Background: an optimization exercise with open tools, aiming at small area. Do not read the settings as production practice. In this exercise RTL edits were held to simulation tests only and were not proved equivalent to the original.

<file path="flow/flow/run.sh">
#!/bin/bash
set -euo pipefail
export BUFFER_PORTS_ARGS="-buffer_cell sky130_fd_sc_hd__buf_1"
bash standard.sh > standard_flow.log 2>&1
</file>
<file path="flow/constraint.sdc">
create_clock -name core_clock -period 10.0 [get_ports {clk}]
set_input_delay 2.0000 -clock core_clock [delete_from_list [all_inputs] [get_ports {clk}]]
set_output_delay 2.0000 -clock core_clock [all_outputs]
set_load 0.01 [all_outputs]
</file>
<file path="flow/standard.sh">
#!/bin/bash
# synth_recipe.tcl (not shown) runs the flow's synth.tcl, then flattens the netlist and writes it again
# the make line also repeats each setting of config.mk as NAME=value (left out here)
make -C /OpenROAD-flow-scripts/flow DESIGN_CONFIG=/design/flow/config.mk WORK_HOME=/design/flow/orfs CLKGATE_MAP_FILE= SYNTH_SCRIPT=/design/flow/synth_recipe.tcl "${@:-finish}"
</file>
<file path="flow/design.v">
module kram_core (
    input  wire        clk,
    input  wire        rst,
    input  wire        cmd_valid,
    input  wire [7:0]  cmd_op,
    input  wire [15:0] cmd_a,
    input  wire [15:0] cmd_b,
    output wire        busy,
    output wire [1:0]  result,
    output wire [7:0]  status,
    input  wire [3:0]  csr_addr,
    output reg  [31:0] csr_rdata,
    output wire        bmp_req,
    output wire [15:0] bmp_row,
    output wire [12:0] bmp_col,
    input  wire        bmp_ack,
    input  wire [7:0]  bmp_data,
    input  wire        bus_open_ok,
    output wire        breq,
    input  wire        bgnt,
    input  wire        berr,
    output wire        cs,
    output wire        sclk,
    output wire        sdo
);
    localparam [7:0] OP_INIT     = 8'h01;
    localparam [7:0] OP_ENCODE   = 8'h02;
    localparam [7:0] OP_TRANSMIT = 8'h04;
    localparam [7:0] OP_SHUTDOWN = 8'h05;
    localparam [1:0] R_OK   = 2'd0;
    localparam [1:0] R_GEOM = 2'd1;
    localparam [1:0] R_BUSU = 2'd2;
    localparam [1:0] R_TXF  = 2'd3;
    localparam [1:0] L_UNINIT = 2'd0;
    localparam [1:0] L_READY  = 2'd1;
    localparam [1:0] L_CLOSED = 2'd2;
    localparam [4:0] S_IDLE     = 5'b00000;
    localparam [4:0] S_CHK_REF  = 5'b00001;    
    localparam [4:0] S_CHK_DONE = 5'b00010;    
    localparam [4:0] S_CHK_OPEN = 5'b00011;    
    localparam [4:0] S_CHK_TX   = 5'b00100;    
    localparam [4:0] S_CHK_ENC  = 5'b00101;    
    localparam [4:0] S_CHK_SHUT = 5'b00110;    
    localparam [4:0] S_OPEN     = 5'b00111;
    localparam [4:0] S_SETUP    = 5'b01000;
    localparam [4:0] S_CMDB     = 5'b01001;
    localparam [4:0] S_FLIP     = 5'b01010;
    localparam [4:0] S_CLOSE    = 5'b01011;
    localparam [4:0] S_DONE     = 5'b01100;
    localparam [4:0] S_ACQ      = 5'b11000;
    localparam [4:0] S_CFG      = 5'b11001;
    localparam [4:0] S_CSA      = 5'b11010;
    localparam [4:0] S_REL      = 5'b11011;
    localparam [4:0] S_LOAD     = 5'b11100;
    localparam [4:0] S_FETCH    = 5'b11101;
    localparam [4:0] S_SHIFT    = 5'b11110;
    localparam [4:0] S_CSD      = 5'b11111;
    localparam [1:0] K_CMD  = 2'd0;
    localparam [1:0] K_HDR0 = 2'd1;    
    localparam [1:0] K_HDR1 = 2'd2;    
    localparam [1:0] K_PIX  = 2'd3;
    reg [4:0]  state;
    reg [1:0]  life;
    reg        pol;
    reg [1:0]  res;
    reg [1:0]  pres;         
    reg [12:0] w;            
    reg [15:0] h;
    reg [29:1] flen;         
    reg [15:0] row;
    reg [12:0] col;
    reg [1:0]  kind;
    reg        trl;          
    reg [8:0]  sr;           
    reg [1:0]  ph;           
    reg [12:0] acc_hi;       
    reg [11:0] acc_lo;       
    assign breq    = (state[4:3] == 2'b11);
    wire   own     = breq & (state[2:0] != 3'b000);
    assign cs      = (state[4:2] == 3'b111);
    assign bmp_req = (state == S_FETCH);
    assign busy    = (state != S_IDLE);
    assign result  = res;
    assign status  = {2'b00, own, cs, busy, pol, life};
    assign sclk    = (state == S_SHIFT) & ph[1];
    assign sdo     = (state == S_SHIFT) & sr[8];
    assign bmp_row = row;
    assign bmp_col = col;
    wire cfg = (life != L_UNINIT);
    function [29:0] add30(input [29:0] a, input [29:0] b, input ci);
        integer i;
        reg c;
        begin
            c = ci;
            for (i = 0; i < 30; i = i + 1) begin
                add30[i] = a[i] ^ b[i] ^ c;
                c = (a[i] & b[i]) | (a[i] & c) | (b[i] & c);
            end
        end
    endfunction
    function [15:0] inc16(input [15:0] a);
        integer i;
        reg c;
        begin
            c = 1'b1;
            for (i = 0; i < 16; i = i + 1) begin
                inc16[i] = a[i] ^ c;
                c = a[i] & c;
            end
        end
    endfunction
    wire [29:0] flen_v = {flen, ~(w[0] & h[0])};
    always @(*) begin
        case (csr_addr)
            4'd0:    csr_rdata = {30'd0, life};
            4'd1:    csr_rdata = {24'd0, status};
            4'd2:    csr_rdata = {30'd0, res};
            4'd3:    csr_rdata = cfg ? {16'd0, w, 3'd0} : 32'd0;
            4'd4:    csr_rdata = cfg ? {16'd0, h} : 32'd0;
            4'd5:    csr_rdata = cfg ? {19'd0, w} : 32'd0;
            4'd6:    csr_rdata = cfg ? {2'd0, flen_v} : 32'd0;
            4'd7:    csr_rdata = 32'd8;
            4'd8:    csr_rdata = 32'd2000000;
            4'd9:    csr_rdata = 32'd255;
            default: csr_rdata = 32'd0;
        endcase
    end
    wire geom_ok  = (cmd_a[15:3] != 13'd0) && (cmd_a[2:0] == 3'd0) && (cmd_b != 16'd0);
    wire low_ok   = (cmd_a[2:0] == 3'd0);
    wire ready    = (life == L_READY);
    reg [4:0] chk_state;
    reg [1:0] chk_res;
    always @(*) begin
        chk_state = S_CHK_REF;
        chk_res   = R_GEOM;
        case (cmd_op)
            OP_INIT: begin
                if (ready)             chk_state = S_CHK_REF;
                else if (!geom_ok)     chk_state = S_CHK_DONE;
                else                   chk_state = S_CHK_OPEN;
            end
            OP_ENCODE: begin
                if (!ready)            chk_state = S_CHK_REF;
                else if (!low_ok)      chk_state = S_CHK_DONE;
                else                   chk_state = S_CHK_ENC;
            end
            OP_TRANSMIT: begin
                if (!ready)            chk_state = S_CHK_REF;
                else if (!low_ok)      chk_state = S_CHK_DONE;
                else                   chk_state = S_CHK_TX;
            end
            OP_SHUTDOWN: begin
                if (!ready)            chk_state = S_CHK_REF;
                else                   chk_state = S_CHK_SHUT;
            end
            default: chk_state = S_CHK_REF;
        endcase
    end
    wire row_eq = (row == h);
    wire col_eq = (col == w);
    wire geom_eq = row_eq & col_eq;
    wire        idle = (state == S_IDLE);
    wire [12:0] mlb  = idle ? cmd_a[15:3] : col;
    reg  [3:0]  digit;
    always @(*) begin
        case (state)
            S_IDLE:     digit = cmd_b[3:0];
            S_CHK_OPEN: digit = row[7:4];
            S_OPEN:     digit = row[11:8];
            default:    digit = row[15:12];
        endcase
    end
    wire [17:0] a0 = {5'd0, idle ? 13'd3 : acc_hi};
    wire [17:0] p0 = {5'd0, mlb & {13{digit[0]}}};
    wire [17:0] p1 = {4'd0, mlb & {13{digit[1]}}, 1'b0};
    wire [17:0] p2 = {3'd0, mlb & {13{digit[2]}}, 2'b0};
    wire [17:0] p3 = {2'd0, mlb & {13{digit[3]}}, 3'b0};
    wire [17:0] q  = {13'd0, digit, 1'b0};
    wire [17:0] s1 = p0 ^ p1 ^ p2;
    wire [17:0] c1 = ((p0 & p1) | (p0 & p2) | (p1 & p2)) << 1;
    wire [17:0] s2 = p3 ^ q ^ a0;
    wire [17:0] c2 = ((p3 & q) | (p3 & a0) | (q & a0)) << 1;
    wire [17:0] s3 = s1 ^ c1 ^ s2;
    wire [17:0] c3 = ((s1 & c1) | (s1 & s2) | (c1 & s2)) << 1;
    wire [17:0] s4 = s3 ^ c3 ^ c2;
    wire [17:0] c4 = ((s3 & c3) | (s3 & c2) | (c3 & c2)) << 1;
    wire [29:0] tl  = add30({19'd0, s4[10:0]}, {19'd0, c4[10:0]}, 1'b0);
    wire [29:0] th0 = add30({23'd0, s4[17:11]}, {23'd0, c4[17:11]}, 1'b0);
    wire [29:0] th1 = add30({23'd0, s4[17:11]}, {23'd0, c4[17:11]}, 1'b1);
    wire [17:0] t   = {tl[11] ? th1[6:0] : th0[6:0], tl[10:0]};
    wire [15:0] row_inc  = inc16(row);
    wire [15:0] col_inc16 = inc16({3'd0, col});
    wire [12:0] col_inc  = col_inc16[12:0];
    wire        last_bit = (ph == 2'd3) && (sr[7:0] == 8'h80);
    wire        row_done = (kind == K_PIX) && col_eq;
    wire [7:0]  pix_byte = {bmp_data[0], bmp_data[1], bmp_data[2], bmp_data[3],
                            bmp_data[4], bmp_data[5], bmp_data[6], bmp_data[7]};
    always @(posedge clk) begin
        if (rst) begin
            state   <= S_IDLE;
            life    <= L_UNINIT;
            pol     <= 1'b0;
            res     <= R_OK;
        end else begin
            case (state)
                S_IDLE:     if (cmd_valid) state <= chk_state;
                S_CHK_REF:  state <= S_IDLE;
                S_CHK_DONE: state <= S_DONE;
                S_CHK_ENC:  state <= S_DONE;
                S_CHK_OPEN: state <= S_OPEN;
                S_CHK_TX:   state <= geom_eq ? S_CMDB : S_DONE;
                S_CHK_SHUT: state <= S_CLOSE;
                S_OPEN:     state <= bus_open_ok ? S_SETUP : S_DONE;
                S_SETUP: begin
                    pol   <= 1'b1;
                    life  <= L_READY;
                    state <= S_DONE;
                end
                S_CMDB:     state <= S_FLIP;
                S_FLIP: begin
                    pol   <= ~pol;
                    state <= S_ACQ;
                end
                S_ACQ: begin
                    if (bgnt) begin
                        state <= S_CFG;
                    end else if (col[7:0] == 8'd255) begin
                        state <= S_DONE;
                    end
                end
                S_CFG:      state <= S_CSA;
                S_CSA: begin
                    state <= S_LOAD;
                end
                S_LOAD: begin
                    if (berr)
                        state <= S_CSD;
                    else if (kind == K_PIX && !col_eq) begin
                        state   <= S_FETCH;
                    end else
                        state <= S_SHIFT;
                end
                S_FETCH: begin
                    if (berr) begin
                        state   <= S_CSD;
                    end else if (bmp_ack) begin
                        state   <= S_SHIFT;
                    end
                end
                S_SHIFT: begin
                    if (berr)
                        state <= S_CSD;
                    else if (last_bit)
                        state <= (trl && kind == K_HDR1) ? S_CSD : S_LOAD;
                end
                S_CSD: begin
                    state <= S_REL;
                end
                S_REL: begin
                    state <= S_DONE;
                end
                S_CLOSE: begin
                    life  <= L_CLOSED;
                    state <= S_DONE;
                end
                S_DONE: begin
                    res   <= pres;
                    state <= S_IDLE;
                end
                default: state <= S_IDLE;
            endcase
        end
    end
    always @(posedge clk) begin
        acc_hi <= t[16:4];
        acc_lo <= {t[3:0], acc_lo[11:4]};
        case (state)
            S_IDLE: begin
                row  <= cmd_b;
                col  <= cmd_a[15:3];
                if (cmd_valid) pres <= chk_res;
            end
            S_CHK_ENC: pres <= geom_eq ? R_OK : R_GEOM;
            S_CHK_TX:  pres <= R_GEOM;
            S_OPEN:  if (!bus_open_ok) pres <= R_BUSU;
            S_SETUP: begin
                w    <= col;
                h    <= row;
                flen <= {t, acc_lo[11:1]};
                pres <= R_OK;
            end
            S_FLIP:  col <= 13'd0;
            S_ACQ:   begin
                col <= col_inc;
                if (!bgnt) pres <= R_TXF;
            end
            S_CSA: begin
                pres <= R_OK;
                kind <= K_CMD;
                trl  <= 1'b0;
                row  <= 16'd0;
            end
            S_LOAD: begin
                ph <= 2'd0;
                if (berr) pres <= R_TXF;
                if (row_done) begin
                    kind <= K_HDR0;
                    row  <= row_inc;
                end
                case (kind)
                    K_CMD:   sr <= {6'd0, ~pol, 1'b1, 1'b1};
                    K_HDR1:  sr <= {trl ? 8'd0 : row_inc[7:0], 1'b1};
                    default: sr <= {8'd0, 1'b1};
                endcase
            end
            S_FETCH: begin
                if (berr) pres <= R_TXF;
                else if (bmp_ack) sr <= {pix_byte, 1'b1};
            end
            S_SHIFT: begin
                if (berr) pres <= R_TXF;
                else begin
                    ph <= ph + 2'd1;
                    if (ph == 2'd3) sr <= {sr[7:0], 1'b0};
                    if (last_bit) begin
                        case (kind)
                            K_CMD:  kind <= K_HDR0;
                            K_HDR0: begin kind <= K_HDR1; trl <= row_eq; end
                            K_HDR1: begin kind <= K_PIX; col <= 13'd0; end
                            default: col <= col_inc;
                        endcase
                    end
                end
            end
            S_CLOSE: pres <= R_OK;
            default: ;
        endcase
    end
endmodule
</file>
<file path="flow/config.mk">
export PLATFORM = sky130hd
export DESIGN_NAME = kram_core
export DESIGN_NICKNAME = kram_core
export VERILOG_FILES = /design/flow/design.v
export SDC_FILE = /design/flow/constraint.sdc
export NUM_CORES = 4
export LEC_CHECK = 0
export CAP_MARGIN = 20
export CORE_MARGIN = 2
export CORE_UTILIZATION = 40
export CTS_BUF_LIST = sky130_fd_sc_hd__clkbuf_8
export PLACE_DENSITY = 0.6
export SLEW_MARGIN = 20
</file>
==> flow_metrics.py, run 1 <==
metrics = {
    "clock_tree": {
        "cts_tree": "built",
        "cts.sinks": 137,
        "ctsResizeCount": 0,
        "cts_root_buf": "clkbuf_8",
        "clkTransAtPathRegs_ns": 0.09,
        "hold_buffers": 0,
        "cts_buffers": 17,
        "htree_levels": 4,
        "clk_latency_ns": 0.45,
        "cts_setup_buffers": 0,
        "clk_path_buf_depth": 2,
    },
    "critical_path": {
        "critPathKind": "in2reg",
        "start_kind": "primary input",
        "cp_top_family": "adder cells",
        "worstPathBufferInverterCount": 4,
        "crit_chain": "buf_1 -> a222oi_1 -> buf_4 -> nor2_1 -> fa_1 -> fa_1 -> inv_1 -> fa_1 -> inv_1 -> ha_1 -> fa_1 -> fa_1 -> fa_1 -> fa_1 -> fa_1 -> fa_1 -> fa_1 -> fa_1 -> mux2i_1 -> a21oi_1 -> o21bai_1 -> a21oi_1 -> o21bai_1 -> ha_1",
        "end_kind": "flop",
        "cp_data_required_time_ns": 10.19,
        "arrival_ns": 9.35,
        "crit_path_max_fanout": 14,
        "cp_common_cell": "fa_1",
        "slowest_stage": "fa_1",
        "cpPeakStageDelay_ns": 0.54,
    },
    "timing": {
        "finalSetupViolations": 0,
        "rsz0062_at_grt": "false",
        "finalCriticalPeriod_ns": 9.16,
        "fin_crit_sh": 0.916,
        "hold_viol": 0,
        "worst_slew_pin_slew_ns": 1.03,
        "clock.fmax_mhz": 109,
        "hold_slack_ns": 0.347,
        "fin_worst_skew_ns": 0.0119,
        "relSlewSlack": 0.310,
        "setup_tns_ns": 0,
        "setup_slack_ns": 0.845,
        "slew_violations": 0,
    },
    "layout": {
        "multiInputGateArea_um2": 4670,
        "stdcell_count": 1258,
        "num_antenna_cells": 0,
        "finish.utilization": 0.466,
        "seq_area_um2": 3770,
        "fin_area_um2": 10200,
        "fillers": 2081,
        "fin_nets": 1124,
        "drive_gt1_frac": 0.0757,
        "syn2layout_area_growth_pct": 13.9,
    },
    "global_routing": {
        "grt_pass1_wl_mm": 38.5,
        "antenna_found_initial": 1,
        "grt_max_degree": 59,
        "grt_pass1_vias": 6811,
        "overflow": 0,
        "grtUsageTotal": 0.211,
    },
    "outcome": {
        "status": "complete, no violations",
    },
    "floorplanning": {
        "die-area_um2": 23500,
        "die-height_um": 153,
        "die_w_um": 153,
        "io_pins": 136,
        "core-area_um2": 21800,
        "rows": 54,
        "start_util": 0.409,
    },
    "placement": {
        "hpwl_mm": 19.0,
        "place_ws_ns": 0.352,
        "io_buffers": 131,
        "gp_congestion": 0.872,
        "dp_cells": 1225,
        "placed_area_um2": 9720,
    },
    "yosys": {
        "synthTopCellsByCount": "103 x edfxtp_1, 90 x nor2_1, 74 x inv_1",
        "yosysMostFrequentCell": "edfxtp_1",
        "ys_seq_area_frac": 0.423,
        "synthTopCellsByArea": "edfxtp_1 35%, fa_1 10%, ha_1 7.7%",
        "synth_edf_count": 103,
        "synthArstFlopShare": 0,
        "ys.flop_type": "edfxtp_1",
        "ys_seq_elements": 137,
        "synthesis.instances": 839,
        "synthesis.area_um2": 8920,
        "yosysWarnings": 1,
        "syn_area_per_cell_um2": 10.6,
        "synth_top_area_cell": "edfxtp_1",
        "synthDistinctLibCells": 61,
        "yosys.area.top_type_share": 0.347,
    },
    "worst_hold_path": {
        "hp-class": "reg2reg",
    },
    "detailed_routing": {
        "drt-initial-drc-count": 589,
        "dr.pass1.iters": 5,
        "vias": 6957,
        "drtAntennaViolNets": 0,
        "wl_per_cell_um": 19.3,
        "routed_via_density": 5.53,
        "routed_wirelength_mm": 24.3,
        "drcViolationCount": 0,
    },
    "run": {
        "maxCapViolCount": 0,
    },
}
-- sequential cells by signal (all words and copies together), names as in the netlist, 5 cells and up --
name / flops
acc_hi: 13
acc_lo: 11
col: 13
flen: 29
h: 16
row: 16
sr: 9
state: 5
w: 13
-- placed cells by master (no fill, tap or decap), types with 7 or more instances in the layout --
cell type,Yosys,final
nor2_1,90,90
nand3_1,7,7
clkbuf_8,0,17
buf_4,11,19
nor3_1,16,15
or2_2,11,11
o22ai_1,10,10
buf_1,5,131
a22oi_1,12,12
nand2b_1,7,7
a222oi_1,12,12
edfxtp_1,103,103
fa_1,45,45
inv_1,74,74
xor2_1,34,34
ha_1,55,55
dfxtp_1,34,34
nand2_1,38,38
a21o_1,7,7
a21oi_1,31,31
and2_1,26,26
o21ai_0,25,25
a211oi_1,8,8
mux2i_1,22,22
a22o_1,31,31
nor4_1,13,13
-- area by class of cell --
type	count	share of cell area
Multi-Input combinational cell	583	0.459
Inverter	75	0.0277
Tap cell	280	0.0345
Clock buffer	17	0.0230
Timing Repair Buffer	151	0.0644
Sequential cell	137	0.371
Clock inverter	15	0.0198
-- final timing paths --
kind	start	endpoint	slack (ns)	cells after the start
worst max register to register	state[0]	flen[28]	1.02	25
worst min register to register	acc_lo[7]	acc_lo[3]	0.35	0
worst min-delay path	acc_lo[7]	acc_lo[3]	0.35	0
worst max-delay path	cmd_b[0]	flen[28]	0.84	24
-- kinds of logic after synthesis --
logic type | synth area share
AOI/OAI and AO/OA | 0.138
xor gates and xnor gates | 0.0373
adders and majority gates | 0.178
buffers and inverters | 0.0578
DFF | 0.423
muxes | 0.0297
other | 0.000420
and+or+nand+nor | 0.135
-- routing by layer --
layer,routed length [µm],vias up,track usage,part of all wire
li1,-,3249,-,-
met5,13,-,0,0.00053
met4,614,2,0.0719,0.025
met1,10900,3401,0.298,0.45
met2,11100,262,0.332,0.46
met3,1670,43,0.0340,0.069
-- worst register-to-register path, cell delays in order, from the launching register on --
cell and delay (ns):
dfxtp_1 0.32, nor3_2 0.33, and2_1 0.78, buf_4 0.32, mux2i_1 0.38, nor2_1 0.12, fa_1 0.52, fa_1 0.54
inv_1 0.05, fa_1 0.53, inv_1 0.04, ha_1 0.19, fa_1 0.39, fa_1 0.39, fa_1 0.40, fa_1 0.41
fa_1 0.43, fa_1 0.47, fa_1 0.46, fa_1 0.48, mux2i_1 0.17, a21oi_1 0.22, o21bai_1 0.14, a21oi_1 0.23
o21bai_1 0.11, ha_1 0.31
==> run 2, diff against run 1 <==
==> flow/flow/run.sh (replaced) <==
#!/bin/bash
set -euo pipefail
export BUFFER_PORTS_ARGS="-buffer_cell sky130_fd_sc_hd__buf_1"
export CTS_ARGS="-sink_clustering_enable -repair_clock_nets -dont_use_dummy_load -buf_list sky130_fd_sc_hd__clkbuf_8"
bash standard.sh > standard_flow.log 2>&1
--- a/flow/config.mk
+++ b/flow/config.mk
@@ -6,8 +6,8 @@
 export NUM_CORES = 4
 export LEC_CHECK = 0
-export CAP_MARGIN = 20
+export CAP_MARGIN = 0
 export CORE_MARGIN = 2
-export CORE_UTILIZATION = 40
+export CORE_UTILIZATION = 65
 export CTS_BUF_LIST = sky130_fd_sc_hd__clkbuf_8
-export PLACE_DENSITY = 0.6
-export SLEW_MARGIN = 20
+export PLACE_DENSITY = 0.75
+export SLEW_MARGIN = 0
==> flow_metrics.py, run 2 <==
metrics = {
    "outcome": {
        "status": "complete, no violations",
    },
    "layout": {
        "fin_nets": 1116,
        "syn2layout_area_growth_pct": 9.27,
        "reg_top3": "flen (29), h (16), row (16)",
        "layout_common_cells": "131 x buf_1, 103 x edfxtp_1, 90 x nor2_1",
        "stdcell_count": 1132,
        "fillers": 965,
        "largest_reg_flops": 29,
        "fin_area_um2": 9750,
        "top_register": "flen",
        "drive_gt1_frac": 0.0503,
        "layout_commonest_cell": "buf_1",
        "finish.utilization": 0.733,
    },
    "clock_tree": {
        "cts_setup_buffers": 0,
        "hold_buffers": 0,
        "htree_levels": 4,
        "clk_latency_ns": 0.46,
        "clk_path_buf_depth": 2,
        "cts_tree": "built",
        "ctsResizeCount": 0,
        "clkTransAtPathRegs_ns": 0.07,
        "cts_buffers": 17,
        "cts.sinks": 137,
        "cts_root_buf": "clkbuf_8",
    },
    "global_routing": {
        "grt_pass1_wl_mm": 37.8,
        "grt_pass1_vias": 6996,
        "grt_max_degree": 59,
        "antenna_found_initial": 2,
        "grtUsageTotal": 0.344,
        "overflow": 0,
    },
    "detailed_routing": {
        "routed_via_density": 6.42,
        "drcViolationCount": 0,
        "drt-initial-drc-count": 968,
        "drtAntennaViolNets": 0,
        "routed_wirelength_mm": 24.2,
        "vias": 7269,
        "wl_per_cell_um": 21.4,
        "dr.pass1.iters": 8,
    },
    "critical_path": {
        "critPathKind": "in2reg",
        "critPathLaunch": "cmd_b[1]",
        "cp_top_family": "adder cells",
        "crit_chain": "buf_1 -> a222oi_1 -> buf_4 -> or2_2 -> fa_1 -> fa_1 -> inv_1 -> fa_1 -> fa_1 -> fa_1 -> fa_1 -> fa_1 -> fa_1 -> fa_1 -> fa_1 -> fa_1 -> mux2i_1 -> a21oi_1 -> o21bai_1 -> a21oi_1 -> o21bai_1 -> ha_1",
        "worstPathBufferInverterCount": 3,
        "r2r-start": "state[1]",
        "crit_path_max_fanout": 13,
        "arrival_ns": 9.47,
        "slowest_stage": "a222oi_1",
        "cp.depth": 22,
        "cp_data_required_time_ns": 10.19,
        "cpPeakStageDelay_ns": 0.62,
        "cp_common_cell": "fa_1",
        "rr_worst_depth": 23,
        "end_kind": "flop",
        "start_kind": "primary input",
    },
    "yosys": {
        "syn_area_per_cell_um2": 10.6,
        "ys_seq_elements": 137,
        "yosys.area.top_type_share": 0.347,
        "synthArstFlopShare": 0,
        "synthTopCellsByCount": "103 x edfxtp_1, 90 x nor2_1, 74 x inv_1",
        "synthDistinctLibCells": 61,
        "yosysMostFrequentCell": "edfxtp_1",
        "ys_seq_area_frac": 0.423,
        "synthTopCellsByArea": "edfxtp_1 35%, fa_1 10%, ha_1 7.7%",
        "synth_top_area_cell": "edfxtp_1",
        "ys.flop_type": "edfxtp_1",
        "synthesis.instances": 839,
        "yosysWarnings": 1,
        "synth_edf_count": 103,
        "synthesis.area_um2": 8920,
    },
    "timing": {
        "fin_worst_skew_ns": 0.0267,
        "relSlewSlack": 0.138,
        "finalSetupViolations": 0,
        "finalCriticalPeriod_ns": 9.28,
        "slew_violations": 0,
        "rsz0062_at_grt": "false",
        "clock.fmax_mhz": 108,
        "fin_crit_sh": 0.928,
        "worst_slew_pin_slew_ns": 1.28,
        "hold_slack_ns": 0.349,
        "setup_tns_ns": 0,
        "hold_viol": 0,
    },
    "placement": {
        "dp_cells": 1114,
        "hpwl_mm": 18.4,
        "io_buffers": 131,
        "placed_area_um2": 9510,
        "gp_congestion": 0.975,
    },
    "worst_hold_path": {
        "hp-class": "reg2reg",
        "hp-start": "acc_lo[10]",
        "hold_depth": 0,
    },
    "run": {
        "maxCapViolCount": 0,
    },
    "floorplanning": {
        "die-area_um2": 14700,
        "die-height_um": 121,
        "die_w_um": 121,
        "core-area_um2": 13300,
        "start_util": 0.671,
        "io_pins": 136,
        "rows": 42,
    },
}
-- run 2: cell count changes in the layout (fill, tap and decap cells not counted), sizes merged --
| cell | before | now |
|---|---|---|
| inv | 75 | 74 |
| diode | 0 | 1 |
| clkinv | 8 | 1 |
| clkinvlp | 3 | 0 |
| buf | 151 | 143 |
| bufinv | 4 | 0 |
-- run 2: through the flow --
step / setup WS [ns]
global placement: 0.458
floorplan: 0.757
finish: 0.717
detailed placement: 0.310
global route: 0.446
CTS: 0.773
-- run 2: path summary, 6_finish.rpt --
kind / end / slack, ns
worst max-delay path: flen[28] / 0.72
worst min-delay path: acc_lo[6] / 0.35
worst max register to register: flen[28] / 1.08
worst min register to register: acc_lo[6] / 0.35
-- run 2: cell families after synthesis --
group	count (synthesis)	synth area share
XOR/XNOR	38	0.0373
buffers and inverters	122	0.0578
adder cells (fa/ha/maj)	100	0.178
AO/OA/AOI/OAI	172	0.138
other	1	0.000420
flip-flops	137	0.423
multiplexers	26	0.0297
AND/OR/NAND/NOR	243	0.135
-- run 2: area by class of cell --
class | count | area [µm²] | share of cell area
timing repair buffer | 143 | 582 | 0.0597
multi-input combinational | 583 | 4650 | 0.477
sequential | 137 | 3770 | 0.387
inverter | 75 | 282 | 0.0289
clock buffer | 17 | 234 | 0.0240
tap | 176 | 220 | 0.0226
antenna | 1 | 2.50 | 0.000257
-- run 2: worst register-to-register path, cell delays in order, from the launching register on --
cell,delay [ns]
dfxtp_1,0.84
nor3_2,0.19
and2_1,0.26
a222oi_1,0.64
buf_4,0.31
or2_2,0.15
fa_1,0.45
fa_1,0.56
inv_1,0.06
fa_1,0.51
fa_1,0.45
fa_1,0.38
fa_1,0.39
fa_1,0.40
fa_1,0.43
fa_1,0.46
fa_1,0.46
fa_1,0.50
mux2i_1,0.18
a21oi_1,0.23
o21bai_1,0.15
a21oi_1,0.25
o21bai_1,0.12
ha_1,0.30
-- run 2: per-layer routing --
layer,routed length (µm),vias to the layer above,global-route usage
li1,-,3218,-
met1,9540,3513,0.467
met2,11400,463,0.550
met3,2440,73,0.0785
met4,773,2,0.117
met5,13,-,0

[port drivers added, routing unchanged]
Ports are ideal in the flow. The routed layouts listed here were re-timed in OpenROAD. Step 1: set_driving_cell puts a clkbuf_16 on clk and a buf_2 on each other input, an assumption about the parent block. Step 2, shift: input delay + t, output delay - t, t = (earliest + latest rising clock arrival at the registers) / 2. This alone moves slack from input paths to output paths. Slacks: ideal / step 1 / step 2; pairs: ideal / step 1.
| run | t (ns) | setup WS [ns] | clock arrival spread, ns |
|---|---|---|---|
| run 1 | 0.479 | 0.845 / 0.861 / 0.382 | 0.012 / 0.012 |
| run 2 | 0.481 | 0.717 / 0.734 / 0.254 | 0.026 / 0.027 |
After both steps every run listed still meets setup and hold.
